What follows belongs to an exercise in optimizing a design on an open flow for small area, a short achievable clock period and few clock cycles per item; a production flow would make more cautious choices. At most, simulation tests tie the RTL to the original design; equivalence was not proved. Power is estimated from default activity; no workload was simulated.

## run 1
// cptv_encoder
module cptv_encoder (
    input  wire        clk,
    input  wire        rst,           
    input  wire        cmd_valid,
    output wire        cmd_ready,
    input  wire [4:0]  cmd_width,     
    input  wire [15:0] cmd_count,     
    input  wire        cmd_hist,      
    output reg         cmd_err,       
    input  wire        s_valid,
    output reg         s_ready,
    input  wire [15:0] s_data,
    input  wire        h_valid,
    output reg         h_ready,
    input  wire [15:0] h_data,
    output reg         out_valid,
    input  wire        out_ready,
    output wire [31:0] out_data,
    output reg         out_last,
    output reg         res_valid,
    output reg  [4:0]  res_width
);
==> flow/config.mk <==
export PLATFORM = sky130hd
export DESIGN_NAME = cptv_encoder
export DESIGN_NICKNAME = cptv_encoder
export VERILOG_FILES = /design/flow/design.v
export SDC_FILE = /design/flow/constraint.sdc
export NUM_CORES = 4
export LEC_CHECK = 0
export CAP_MARGIN = 20
export CORE_MARGIN = 2
export CORE_UTILIZATION = 40
export SETUP_SLACK_MARGIN = 4.2
export SLEW_MARGIN = 20
==> flow/constraint.sdc <==
create_clock -name core_clock -period 7.5 [get_ports {clk}]
set_input_delay 1.5000 -clock core_clock [delete_from_list [all_inputs] [get_ports {clk}]]
set_output_delay 1.5000 -clock core_clock [all_outputs]
set_load 0.01 [all_outputs]
run.sh (not shown) runs the stock make flow with config.mk's settings and CLKGATE_MAP_FILE= SYNTH_SCRIPT=/design/flow/synth_recipe.tcl, a recipe that flattens the netlist after the stock synthesis.
Run 1: full flow OK, the timing, design-rule and antenna checks passed
diff inputs: run 1 => run 2
Settings: ABC_AREA: unset -> 1; SETUP_SLACK_MARGIN: 4.2 -> unset.
- Run 2 and run 1 ended up with roughly the same combinational fraction of design power.
- Cell row count (higher): run 2
- In run 2 relative to run 1, number of placed instances, taps included had gone up by more than 10%.
- Run 2 reports its dominant combinational cell family by area after synthesis as simple AND/OR/NAND/NOR gates while run 1 reports compound AO/OA/AOI/OAI gates.
- Looking at horizontal die dimension, run 2 sits above run 1.
- Run 2 against run 1; number of clock buffers in the layout is down by more than 10%.
- Clock share of power in run 2 vs run 1: up 0.3 points
- In the tables for run 1 and run 2, number of instances in the synthesized netlist reads higher with run 2.
### run 2 -> run 3
Settings: a deleted ABC_AREA that had been 1.
==> comparison <==
Of run 2 and run 3, the lower switching share of total power belongs to run 3.
From run 3 to run 2, post-cts sizing count did not move at all.
Largest vdd supply drop delta for run 3 relative to run 2: 0.000022 V lower
Sequential area share after synthesis: run 3 vs run 2 up 1.7 points
Between run 2 and run 3, the instance count of the mapped netlist is lower for run 3.
No functional check of the RTL was part of any run of this note.

* * *

== run A ==
cptv_encoder, a different RTL version from the one above (not shown whole).
For scale: ~1,200 cells after synthesis, roughly 11,000 µm² of cells after synthesis.
Settings: LEC_CHECK=0, CAP_MARGIN=20, CORE_MARGIN=2, CORE_UTILIZATION=40, SETUP_SLACK_MARGIN=4.9, SLEW_MARGIN=20; clock period 7.5 ns.
standard.sh (not shown) runs the stock make flow with config.mk's settings and CLKGATE_MAP_FILE= SYNTH_SCRIPT=/design/flow/synth_recipe.tcl, a recipe that flattens the netlist after the stock synthesis.
==> flow/flow/run.sh <==
#!/bin/bash
# The standard layout (standard.sh, unchanged synthesis and steps), with the
# port buffers that ORFS inserts made plain buffers instead of delay cells.
set -euo pipefail
export BUFFER_PORTS_ARGS="-buffer_cell sky130_fd_sc_hd__buf_2"
bash standard.sh > standard.log 2>&1
Testbench counts of run A, summed over its fixed seeds: cycles 463,669, samples 462,776.
Modified inputs, run B compared to run A
--- a/flow/flow/run.sh
+++ b/flow/flow/run.sh
@@ -5 +5 @@
-export BUFFER_PORTS_ARGS="-buffer_cell sky130_fd_sc_hd__buf_2"
+export BUFFER_PORTS_ARGS="-buffer_cell sky130_fd_sc_hd__buf_1"
--- a/flow/config.mk
+++ b/flow/config.mk
@@ -8 +8 @@
-export CAP_MARGIN = 20
+export CAP_MARGIN = 0
@@ -10 +10,4 @@
-export CORE_UTILIZATION = 40
+export CORE_UTILIZATION = 47
+export CTS_BUF_LIST = sky130_fd_sc_hd__clkbuf_4 sky130_fd_sc_hd__clkbuf_8
+export CTS_CLUSTER_DIAMETER = 70
+export CTS_CLUSTER_SIZE = 14
@@ -12 +15 @@
-export SLEW_MARGIN = 20
+export SLEW_MARGIN = 0
==> run notes <==
Run A -> run B: synthesized cell count delta 0, exact match. Changes observed in run B relative to run A: highest ir drop seen on vdd went down, critical path arrival moved down. Looking at destination of the critical timing path, the s_ready result is from run A; the out_data[29] one comes from run B.
The inputs of run C differ from those of run B as listed below.
--- a/flow/flow/run.sh
+++ b/flow/flow/run.sh
@@ -5 +5 @@
-export BUFFER_PORTS_ARGS="-buffer_cell sky130_fd_sc_hd__buf_1"
+export BUFFER_PORTS_ARGS="-buffer_cell sky130_fd_sc_hd__buf_2"
--- a/flow/config.mk
+++ b/flow/config.mk
@@ -8 +8 @@
-export CAP_MARGIN = 0
+export CAP_MARGIN = 20
@@ -10 +10 @@
-export CORE_UTILIZATION = 47
+export CORE_UTILIZATION = 60
@@ -12,2 +11,0 @@
-export CTS_CLUSTER_DIAMETER = 70
-export CTS_CLUSTER_SIZE = 14
@@ -15 +13 @@
-export SLEW_MARGIN = 0
+export SLEW_MARGIN = 20
==> run notes <==
Run C and run B all finish clean. [diff] power, run C relative to run B: regression. Run C vs run B — number of buffers created by CTS rose 18. Sequential share of cell area, run C and run B: lower on run C.

* * *

## west
cptv_encoder, a different RTL version from the one above (not shown whole).
For scale: ~1200 cells after synthesis, ~190 flip-flops, roughly 100 I/O pins, ~11000 µm² of cells after synthesis.
## cptv_encoder
module cptv_encoder (
    input  wire        clk,
    input  wire        rst,           
    input  wire        cmd_valid,
    output wire        cmd_ready,
    input  wire [4:0]  cmd_width,     
    input  wire [15:0] cmd_count,     
    input  wire        cmd_hist,      
    output reg         cmd_err,       
    input  wire        s_valid,
    output wire        s_ready,
    input  wire [15:0] s_data,
    input  wire        h_valid,
    output wire        h_ready,
    input  wire [15:0] h_data,
    output reg         out_valid,
    input  wire        out_ready,
    output wire [31:0] out_data,
    output reg         out_last,
    output reg         res_valid,
    output reg  [4:0]  res_width
);
clock: 7.5 ns
lec_check: 0
abc_clock_period_in_ps: 2500
cap_margin: 20
core_margin: 2
core_utilization: 40
setup_slack_margin: 4.8
slew_margin: 20
run.sh (not shown) runs the stock make flow with config.mk's settings and CLKGATE_MAP_FILE= SYNTH_SCRIPT=/design/flow/synth_recipe.tcl, a recipe that flattens the netlist after the stock synthesis.
Stock flow here: none of the scripts above is used.
### west -> north
Settings: a deleted ABC_CLOCK_PERIOD_IN_PS that had been 2500; a deleted SETUP_SLACK_MARGIN that had been 4.8.
### Flow results
Re area added between synthesis and finish: west was higher than north. Note that the worst voltage drop across the vdd grid recorded for north amounts to 0.76 times the value seen in west. Row clock buffer and inverter area fraction after layout: north higher / west lower. | sequential share of cell area | lower: west |. north: PASS, flow complete, no timing, DRC or antenna violations. west was larger in final cell area than north.
Function was not checked in any run of this note: the RTL went through the layout flow alone.

==> afterwards: timing with drivers on the ports <==
How much do the figures lean on ideal ports? The routed layouts below were timed once more, with nothing changed but the port constraints. Step 1: set_driving_cell puts a clkbuf_16 on clk and a buf_2 on each other input, an assumption about the parent block. Step 2, shift: input delay + t, output delay - t, t = (earliest + latest rising clock arrival at the registers) / 2. This alone moves slack from input paths to output paths. Three values: ideal, step 1, step 2; two values: the first two.
| run | t, ns | setup WS [ns] | clock arrival spread, ns | worst register clock-pin slew, ns |
|---|---|---|---|---|
| run 1 | 0.559 | 4.264 / 4.218 / 3.887 | 0.014 / 0.014 | 0.07 / 0.07 |
| run 2 | 0.577 | 3.616 / 3.627 / 3.050 | 0.012 / 0.012 | 0.06 / 0.06 |
| run 3 | 0.558 | 4.008 / 4.008 / 3.741 | 0.011 / 0.010 | 0.06 / 0.06 |
| run A | 0.577 | 4.926 / 4.893 / 4.377 | 0.011 / 0.012 | 0.06 / 0.06 |
| run B | 0.569 | 4.929 / 4.884 / 4.457 | 0.030 / 0.029 | 0.10 / 0.10 |
| run C | 0.549 | 4.836 / 4.836 / 4.391 | 0.026 / 0.026 | 0.07 / 0.07 |
| west | 0.490 | 3.624 / 3.624 / 3.624 | 0.016 / 0.017 | 0.08 / 0.08 |
| north | 0.475 | 2.971 / 2.951 / 2.971 | 0.013 / 0.013 | 0.08 / 0.08 |
After both steps every run listed still meets setup and hold. For run 2, which loses most, drivers alone change the setup slack by +0.011 ns; drivers and shift together by -0.566 ns.
